What follows belongs to an exercise in optimizing a design on an open flow for small area, a short achievable clock period and few clock cycles; a production flow would make more cautious choices. Only simulation tests tie the RTL to the original design; equivalence was not proved. Power and IR drop assume default switching activity.

==> flow/design.v <==
module fcodec (
    input  wire        clk,
    input  wire        rst,
    input  wire        bus_req,
    input  wire        bus_we,
    input  wire [1:0]  bus_size,    
    input  wire [11:0] bus_addr,
    input  wire [31:0] bus_wdata,
    output wire        bus_ready,
    output reg  [31:0] bus_rdata,
    output wire        bus_err
);
    localparam [2:0] OP_NOP = 3'd0, OP_ENCODE = 3'd1, OP_DECODE = 3'd2, OP_VERIFY = 3'd3;
    localparam [3:0] ERR_OK = 4'd0, ERR_NAR = 4'd1, ERR_TRUNC = 4'd2, ERR_ILL = 4'd3;
    localparam [2:0] TAG_NONE = 3'd0, TAG_V = 3'd1, TAG_I = 3'd2, TAG_P = 3'd3,
                     TAG_STR = 3'd4, TAG_UNK = 3'd5;
    localparam [1:0] S_IDLE = 2'd0, S_ENC = 2'd1, S_CHK = 2'd2, S_DONE = 2'd3;
    reg  [2:0]  ctrl_op;
    reg  [1:0]  ctrl_sel;
    reg  [3:0]  st_err;
    reg         st_ok;
    reg         st_present;
    reg  [2:0]  st_lastop;
    reg  [31:0] enc_hdr;
    reg  [8:0]  tx_len;
    reg  [8:0]  rx_len;
    reg  [7:0]  res_reg;
    reg  [7:0]  res_len;
    reg  [2:0]  res_tag;
    reg  [31:0] res_val;
    reg  [8:0]  disp_len;
    reg  [7:0]  csum_calc;
    reg  [7:0]  csum_recv;
    reg  [8*260-1:0] tx_buf;
    reg  [8*260-1:0] rx_buf;
    reg  [8*256-1:0] disp_buf;
    reg  [1:0]  state;
    reg  [8:0]  ptr;       
    reg  [8:0]  cnt;       
    reg  [7:0]  sum;       
    reg  [8:0]  dcount;    
    reg         do_filter;
    wire [9:0] boff = bus_addr[9:0];
    wire misaligned = (bus_size == 2'd3) ||
                      (bus_size == 2'd1 && bus_addr[0]) ||
                      (bus_size == 2'd2 && bus_addr[1:0] != 2'b00);
    wire in_regs = (bus_addr < 12'h024);
    wire in_tx   = (bus_addr[11:10] == 2'b01) && (boff < 10'h104);
    wire in_rx   = (bus_addr[11:10] == 2'b10) && (boff < 10'h104);
    wire in_disp = (bus_addr[11:10] == 2'b11) && (boff < 10'h100);
    wire [3:0] reg_idx = bus_addr[5:2];
    reg  access_err;
    always @(*) begin
        access_err = 1'b0;
        if (misaligned)
            access_err = 1'b1;
        else if (in_regs) begin
            if (bus_size != 2'd2)
                access_err = 1'b1;
            else if (bus_we) begin
                case (reg_idx)
                    4'd0, 4'd2: access_err = 1'b0;
                    4'd4:       access_err = (bus_wdata > 32'd260);
                    default:    access_err = 1'b1;
                endcase
            end
        end else if (in_tx || in_rx)
            access_err = 1'b0;
        else if (in_disp)
            access_err = bus_we;
        else
            access_err = 1'b1;
    end
    wire idle      = (state == S_IDLE);
    wire ctrl_wr   = bus_req && idle && !access_err && bus_we && in_regs && reg_idx == 4'd0;
    wire simple_ok = bus_req && idle && !(bus_we && in_regs && reg_idx == 4'd0 && !access_err);
    assign bus_ready = simple_ok || (state == S_DONE);
    assign bus_err   = (state == S_DONE) ? 1'b0 : access_err;
    wire host_wr = bus_req && idle && bus_we && !access_err;
    reg [3:0] lane_mask;
    always @(*) begin
        case (bus_size)
            2'd0:    lane_mask = 4'b0001 << bus_addr[1:0];
            2'd1:    lane_mask = 4'b0011 << bus_addr[1:0];
            default: lane_mask = 4'b1111;
        endcase
    end
    wire [31:0] lane_data = bus_wdata << (8 * bus_addr[1:0]);
    wire [6:0]  word_idx  = boff[8:2];
    wire [7:0] tx_byte = tx_buf[8*ptr +: 8];
    wire [7:0] rx_byte = rx_buf[8*ptr +: 8];
    wire [7:0] rx0 = rx_buf[7:0];
    wire [7:0] rx1 = rx_buf[15:8];
    wire [7:0] rx2 = rx_buf[23:16];
    wire [7:0] rx3 = rx_buf[31:24];
    wire chk_present = (rx_len >= 9'd4) && (rx_len >= 9'd5 + {1'b0, rx3});
    wire gate_ok   = (rx_len > 9'd6) && (rx0 == 8'hF0) && (rx1 == 8'hA1);
    wire is_float  = (rx2 == 8'hC1) || (rx2 == 8'hC2);
    wire is_triple = (rx2 == 8'hC3);
    wire is_string = (rx2 == 8'hDE) || (rx2 == 8'hDF) || (rx2 == 8'hE0);
    wire fits      = ({1'b0, rx3} + 9'd4) <= rx_len;
    wire printable = (rx_byte >= 8'h20) && (rx_byte <= 8'h7E);
    reg        enc_write;    
    reg        disp_clear;   
    reg        disp_we;      
    always @(*) begin
        enc_write  = (state == S_ENC) && (cnt == 9'd0);
        disp_clear = ctrl_wr && bus_wdata[2:0] == OP_DECODE && bus_wdata[5:4] != 2'd3;
        disp_we    = (state == S_CHK) && (cnt != 9'd0) && do_filter && printable;
    end
    always @(posedge clk) begin
        if (rst) begin
            ctrl_op    <= 3'd0;
            ctrl_sel   <= 2'd0;
            st_err     <= 4'd0;
            st_ok      <= 1'b0;
            st_present <= 1'b0;
            st_lastop  <= 3'd0;
            enc_hdr    <= 32'd0;
            tx_len     <= 9'd0;
            rx_len     <= 9'd0;
            res_reg    <= 8'd0;
            res_len    <= 8'd0;
            res_tag    <= TAG_NONE;
            res_val    <= 32'd0;
            disp_len   <= 9'd0;
            csum_calc  <= 8'd0;
            csum_recv  <= 8'd0;
            state      <= S_IDLE;
            ptr        <= 9'd0;
            cnt        <= 9'd0;
            sum        <= 8'd0;
            dcount     <= 9'd0;
            do_filter  <= 1'b0;
        end else begin
            case (state)
            S_IDLE: begin
                if (host_wr && in_regs && reg_idx == 4'd2)
                    enc_hdr <= bus_wdata;
                if (host_wr && in_regs && reg_idx == 4'd4)
                    rx_len <= bus_wdata[8:0];
                if (ctrl_wr) begin
                    ctrl_op   <= bus_wdata[2:0];
                    ctrl_sel  <= bus_wdata[5:4];
                    st_lastop <= bus_wdata[2:0];
                    case (bus_wdata[2:0])
                    OP_NOP: begin
                        st_err <= ERR_OK; st_ok <= 1'b0; st_present <= 1'b0;
                        state  <= S_DONE;
                    end
                    OP_ENCODE: begin
                        ptr   <= 9'd4;
                        cnt   <= {1'b0, enc_hdr[31:24]};
                        sum   <= enc_hdr[23:16] + enc_hdr[31:24];
                        state <= S_ENC;
                    end
                    OP_DECODE, OP_VERIFY: begin
                        if (bus_wdata[2:0] == OP_DECODE && bus_wdata[5:4] == 2'd3) begin
                            st_err <= ERR_ILL; st_ok <= 1'b0; st_present <= 1'b0;
                            state  <= S_DONE;
                        end else begin
                            ptr       <= 9'd4;
                            sum       <= rx2 + rx3;
                            dcount    <= 9'd0;
                            do_filter <= (bus_wdata[2:0] == OP_DECODE) && gate_ok &&
                                         is_string && fits;
                            if (chk_present ||
                                ((bus_wdata[2:0] == OP_DECODE) && gate_ok && is_string && fits))
                                cnt <= {1'b0, rx3};
                            else
                                cnt <= 9'd0;
                            state <= S_CHK;
                        end
                    end
                    default: begin
                        st_err <= ERR_ILL; st_ok <= 1'b0; st_present <= 1'b0;
                        state  <= S_DONE;
                    end
                    endcase
                end
            end
            S_ENC: begin
                if (cnt != 9'd0) begin
                    sum <= sum + tx_byte;
                    ptr <= ptr + 9'd1;
                    cnt <= cnt - 9'd1;
                end else begin
                    tx_len     <= {1'b0, enc_hdr[31:24]} + 9'd5;
                    csum_calc  <= sum;
                    csum_recv  <= 8'd0;
                    st_err     <= ERR_OK;
                    st_ok      <= 1'b0;
                    st_present <= 1'b0;
                    state      <= S_DONE;
                end
            end
            S_CHK: begin
                if (cnt != 9'd0) begin
                    sum <= sum + rx_byte;
                    ptr <= ptr + 9'd1;
                    cnt <= cnt - 9'd1;
                    if (disp_we)
                        dcount <= dcount + 9'd1;
                end else begin
                    if (chk_present) begin
                        csum_calc  <= sum;
                        csum_recv  <= rx_byte;    
                        st_ok      <= (sum == rx_byte);
                        st_present <= 1'b1;
                    end else begin
                        csum_calc  <= 8'd0;
                        csum_recv  <= 8'd0;
                        st_ok      <= 1'b0;
                        st_present <= 1'b0;
                    end
                    st_err <= ERR_OK;
                    if (ctrl_op == OP_DECODE) begin
                        res_reg  <= 8'd0;
                        res_len  <= 8'd0;
                        res_tag  <= TAG_NONE;
                        res_val  <= 32'd0;
                        disp_len <= 9'd0;
                        if (!gate_ok) begin
                            st_err <= ERR_NAR;
                        end else begin
                            res_reg <= rx2;
                            res_len <= rx3;
                            if (is_float) begin
                                if (!fits || rx3 < 8'd4)
                                    st_err <= ERR_TRUNC;
                                else begin
                                    res_val <= rx_buf[63:32];
                                    res_tag <= (rx2 == 8'hC1) ? TAG_V : TAG_I;
                                end
                            end else if (is_triple) begin
                                if (!fits || rx3 < 8'd12)
                                    st_err <= ERR_TRUNC;
                                else begin
                                    case (ctrl_sel)
                                        2'd0:    res_val <= rx_buf[63:32];
                                        2'd1:    res_val <= rx_buf[95:64];
                                        default: res_val <= rx_buf[127:96];
                                    endcase
                                    res_tag <= TAG_V + {1'b0, ctrl_sel};
                                end
                            end else if (is_string) begin
                                if (!fits)
                                    st_err <= ERR_TRUNC;
                                else begin
                                    res_tag  <= TAG_STR;
                                    disp_len <= dcount;
                                end
                            end else begin
                                res_tag <= TAG_UNK;
                            end
                        end
                    end
                    state <= S_DONE;
                end
            end
            S_DONE: begin
                state <= S_IDLE;
            end
            endcase
        end
    end
    genvar g;
    generate
        for (g = 0; g < 260; g = g + 1) begin : g_tx
            wire host_we = host_wr && in_tx && (word_idx == g / 4) && lane_mask[g % 4];
            always @(posedge clk) begin
                if (host_we)
                    tx_buf[8*g +: 8] <= lane_data[8*(g%4) +: 8];
                else if (enc_write && g < 4)
                    tx_buf[8*g +: 8] <= enc_hdr[8*(g%4) +: 8];
                else if (enc_write && g == 4 + enc_hdr[31:24])
                    tx_buf[8*g +: 8] <= sum;
            end
        end
        for (g = 0; g < 260; g = g + 1) begin : g_rx
            wire host_we = host_wr && in_rx && (word_idx == g / 4) && lane_mask[g % 4];
            always @(posedge clk) begin
                if (host_we)
                    rx_buf[8*g +: 8] <= lane_data[8*(g%4) +: 8];
            end
        end
        for (g = 0; g < 256; g = g + 1) begin : g_disp
            always @(posedge clk) begin
                if (disp_clear)
                    disp_buf[8*g +: 8] <= 8'h00;
                else if (disp_we && dcount == g)
                    disp_buf[8*g +: 8] <= rx_byte;
            end
        end
    endgenerate
    reg [31:0] reg_word;
    always @(*) begin
        case (reg_idx)
            4'd0:    reg_word = {26'd0, ctrl_sel, 1'b0, ctrl_op};
            4'd1:    reg_word = {21'd0, st_lastop, 2'b00, st_present, st_ok, st_err};
            4'd2:    reg_word = enc_hdr;
            4'd3:    reg_word = {23'd0, tx_len};
            4'd4:    reg_word = {23'd0, rx_len};
            4'd5:    reg_word = {13'd0, res_tag, res_len, res_reg};
            4'd6:    reg_word = res_val;
            4'd7:    reg_word = {23'd0, disp_len};
            default: reg_word = {16'd0, csum_recv, csum_calc};
        endcase
    end
    wire [31:0] tx_word   = tx_buf[32*word_idx +: 32];
    wire [31:0] rx_word   = rx_buf[32*word_idx +: 32];
    wire [31:0] disp_word = disp_buf[32*word_idx[5:0] +: 32];
    reg [31:0] raw_word;
    reg [31:0] shifted;
    always @(*) begin
        if (in_regs)      raw_word = reg_word;
        else if (in_tx)   raw_word = tx_word;
        else if (in_rx)   raw_word = rx_word;
        else              raw_word = disp_word;
        shifted = raw_word >> (8 * bus_addr[1:0]);
        case (bus_size)
            2'd0:    bus_rdata = {24'd0, shifted[7:0]};
            2'd1:    bus_rdata = {16'd0, shifted[15:0]};
            default: bus_rdata = shifted;
        endcase
    end
endmodule
==> flow/run.sh <==
#!/bin/bash
# synth_recipe.tcl (not shown) runs the flow's synth.tcl, then flattens the netlist and writes it again
# the make line also repeats each setting of config.mk as NAME=value (left out here)
make -C /OpenROAD-flow-scripts/flow DESIGN_CONFIG=/design/flow/config.mk WORK_HOME=/design/flow/orfs CLKGATE_MAP_FILE= SYNTH_SCRIPT=/design/flow/synth_recipe.tcl finish
==> flow/config.mk <==
export PLATFORM = sky130hd
export DESIGN_NAME = fcodec
export DESIGN_NICKNAME = fcodec
export VERILOG_FILES = /design/flow/design.v
export SDC_FILE = /design/flow/constraint.sdc
export NUM_CORES = 8
export LEC_CHECK = 0
export CAP_MARGIN = 20
export CORE_MARGIN = 2
export CORE_UTILIZATION = 30
export PLACE_DENSITY = 0.4
export SLEW_MARGIN = 20
==> flow/constraint.sdc <==
create_clock -name core_clock -period 12.0 [get_ports {clk}]
set_input_delay 2.4000 -clock core_clock [delete_from_list [all_inputs] [get_ports {clk}]]
set_output_delay 2.4000 -clock core_clock [all_outputs]
set_load 0.01 [all_outputs]
==> run_results.csv <==
group,metric,value,unit
logic_synthesis,synth_edf_count,4160,
cts,clock_latency,1.35,ns
logic_synthesis,synth_ff_type,"edfxtp_1",
job,drv_cap,0,
worst_setup_path,crit_fanout,42,
run_status,status,"complete, no violations",
die,row_count,374,
routing,routed_wl,1640000,um
worst_setup_path,cp_common_cell,"mux4_2",
logic_synthesis,postSynth.asyncResetShare,0,
final_layout,drive_gt1_frac,0.243,
worst_setup_path,cp-start-kind,"input pin",
placement,hpwlAfterDp,1130000,um
worst_setup_path,worstPathRequired,9.60,ns
cts,postCtsHoldBufs,0,
timing,grt_setup_unrepaired,"no",
logic_synthesis,ys_warn_count,1,
grt,grt_max_degree,251,
die,die_y,1020,um
timing,hold_viol,0,
die,core_area,1040000,um2
cts,h-tree-depth,6,
final_layout,top_regs,"rx_buf (2080), tx_buf (2080), disp_buf (2048)",
logic_synthesis,synthesis.area,311000,um2
grt,grt_pass1_vias,215000,
power_and_ir_drop,p_leak,112,nW
timing,min_period_over_period,0.935,
worst_setup_path,crit_arrival,8.82,ns
cts,cts_sinks,6381,
power_and_ir_drop,power_density,159,nW/um2
timing,slew_headroom,0.106,
cts,cts_buffers,755,
worst_setup_path,reg2reg_slack,2.70,ns
grt,antenna_found_initial,285,
die,die_area,1050000,um2
timing,slew_viol_final,0,
cts,cts_resized,0,
worst_setup_path,crit_chain,"buf_16 -> buf_12 -> buf_4 -> mux4_2 -> mux4_2 -> mux4_2 -> a221oi_1 -> or3_1 -> o21ai_0 -> o21ai_0 -> o22ai_1 -> buf_4 -> clkdlybuf4s50_1",
grt,use_met3,0.0922,
logic_synthesis,synth_area_per_cell,13.2,um2
routing,drt_iter0_markers,37800,
die,die_w,1020,um
routing,vias_per_cell,6.25,
routing,ant_nets,0,
grt,globalRouteTotalUtil,0.302,
cts,cts_setup_buffers,0,
die,start_util,0.301,
grt,met1_usage,0.388,
worst_setup_path,critPathCaptureType,"output port",
logic_synthesis,ys_types,94,
routing,wl_per_cell,43.5,um
worst_setup_path,crit_type,"in2out",
die,io_pins,84,
logic_synthesis,ys_ff_latch,6381,
routing,num_vias,235000,
logic_synthesis,syn-num-nets,23800,
grt,gr-total-overflow,0,
timing,max_freq,89.1,MHz
grt,grtUsageMet2,0.444,
routing,drcViolationCount,0,
routing,drt_pre_antenna_iters,9,
logic_synthesis,yosysSeqAreaShare,0.544,
timing,fin_tns_setup,0,ns
timing,skew,0.148,ns
timing,period_minus_slack,11.22,ns
power_and_ir_drop,ir_worst_vdd,0.000121,V
logic_synthesis,syn-instance-count,23600,
cts,cts_root_buf,"clkbuf_16",
grt,grt_pass1_wl,2140000,um
grt,grt.busiest_layer,"met2",
worst_setup_path,cp_slowest_stage_delay,0.73,ns
cts,cts.path.max_buffers,5,
min_path,worst_hold_path_type,"reg2reg",
cts,cts_tree,"done",
power_and_ir_drop,power,56.4,mW
placement,gp_congestion,1.01,
timing,worstMarginPinSlew,1.33,ns
final_layout,layout.nets,23100,
worst_setup_path,crit_slowest_cell,"mux4_2",
cts,clkTransAtPathRegs,0.06,ns
final_layout,area_growth,14.2,%
placement,io_buffers,83,
timing,finalSetupViolCount,0,
==> logic make-up after synthesis <==
group,Yosys count,synth area share
flops,6381,0.544
simple gates,5793,0.0857
compound gates,5203,0.0956
mux,3493,0.235
buf+inv,2660,0.0361
fa+ha+maj,65,0.00268
xor+xnor,52,0.00146
==> cell type report <==
class | instances | area, um2
multi-input combinational | 14600 | 133000
sequential | 6381 | 169000
timing repair buffer | 1157 | 10300
tap | 13700 | 17200
inverter | 96 | 474
clock inverter | 400 | 4450
clock buffer | 988 | 20600
fill | 100000 | 680000
antenna | 250 | 626
==> layout by cell type (no fill, tap or decap), types with 106 or more instances in the layout <==
cell and n:
nor3_1 218, a22o_1 409, mux2i_1 428, clkbuf_16 763, buf_12 106, o21ai_1 116
a21oi_1 619, clkinv_1 106, nor3_2 136, nor2_1 683, nand2_1 1939, and3_1 272
mux4_2 3044, diode_2 250, nand3_1 2133, dfxtp_1 2204, clkinv_2 155, a22oi_1 221
edfxtp_1 4160, o21ai_0 3287, buf_4 955, clkbuf_1 163
==> Yosys cell counts, drive strengths merged (93+ instances only) <==
cell type | count | area (um2)
edfxtp | 4160 | 125000
nor2 | 736 | 2830
dfxtp | 2221 | 44500
clkbuf | 1608 | 6040
a21oi | 627 | 3140
mux2i | 430 | 4300
o21ai | 3409 | 17100
a22o | 409 | 3580
mux4 | 3044 | 68600
inv | 93 | 349
a22oi | 222 | 1670
nor3 | 377 | 2100
buf | 956 | 4850
and3 | 273 | 1710
nand2 | 1978 | 7430
nand3 | 2156 | 10800
==> metrics by stage <==
stage / worst slack [ns] / area (um2) / utilization / cells / hold WS [ns]
2_1_floorplan: 3.39 / 311000 / - / 23600 / 0.424
3_3_place_gp: 0.479 / 330000 / 0.318 / 35900 / 0.444
3_5_place_dp: 0.961 / 330000 / 0.319 / 36000 / 0.448
4_1_cts: 0.948 / 355000 / 0.343 / 37300 / 0.457
5_1_grt: 0.887 / 355000 / 0.343 / 37400 / 0.465
6_report: 0.782 / 356000 / 0.343 / 37600 / 0.457
==> where the power goes <==
group	total (mW)	internal [mW]	switching (mW)
sequential	24.1	23.9	0.247
combinational	8.44	2.66	5.78
clock	23.9	13.7	10.2
total	56.4	40.2	16.2
==> path summary, 6_finish.rpt <==
kind,start,end,cells past startpoint
setup / recovery,bus_addr[2],bus_rdata[14],13
setup reg to reg,ptr[1]$_SDFFE_PP0P_,disp_buf[1839]$_SDFFE_PP0P_,15
hold / removal,csum_recv[0]$_SDFFE_PP0P_,csum_recv[0]$_SDFFE_PP0P_,2
hold reg to reg,csum_recv[0]$_SDFFE_PP0P_,csum_recv[0]$_SDFFE_PP0P_,2
==> critical path, delay by kind of cell <==
| kind | cells | cell delay [ns] |
|---|---|---|
| AOI/OAI and AO/OA | 4 | 1.78 |
| buffers and inverters | 5 | 1.99 |
| and+or+nand+nor | 1 | 0.20 |
| muxes | 3 | 1.95 |
==> per-layer routing <==
metal / vias to the layer above / routed length [um]
li1: 91900 / -
met1: 123000 / 622000
met2: 16900 / 705000
met3: 3507 / 186000
met4: 74 / 122000
met5: - / 536
Testbench counts, summed over its fixed seeds: cycles 318,663.

-- port drivers added, routing unchanged --
No port has a modelled driver above. Below, the same layout with a new extraction and two added sets of constraints.
Step 1 sets driving cells, clkbuf_16 on the clock port and buf_2 on the other inputs (assumed; they add their load-dependent delay and slew).
Step 2 times the ports against the registers' clock, not the clock port: input delays grow and output delays shrink by t, the midpoint of the rising clock arrivals with the driver on.
a / b / c = ideal / step 1 / step 2; a / b = the first two.
t (ns): 1.391
setup slack, ns: 0.782 / 0.681 / 0.681
hold slack, ns: 0.457 / 0.457 / 0.457
worst setup path at the end: input to output
cell pins on the clock port's net: 1
After both steps setup and hold are still met in this run. For this run, drivers alone change the setup slack by -0.101 ns; drivers and shift together by -0.101 ns.
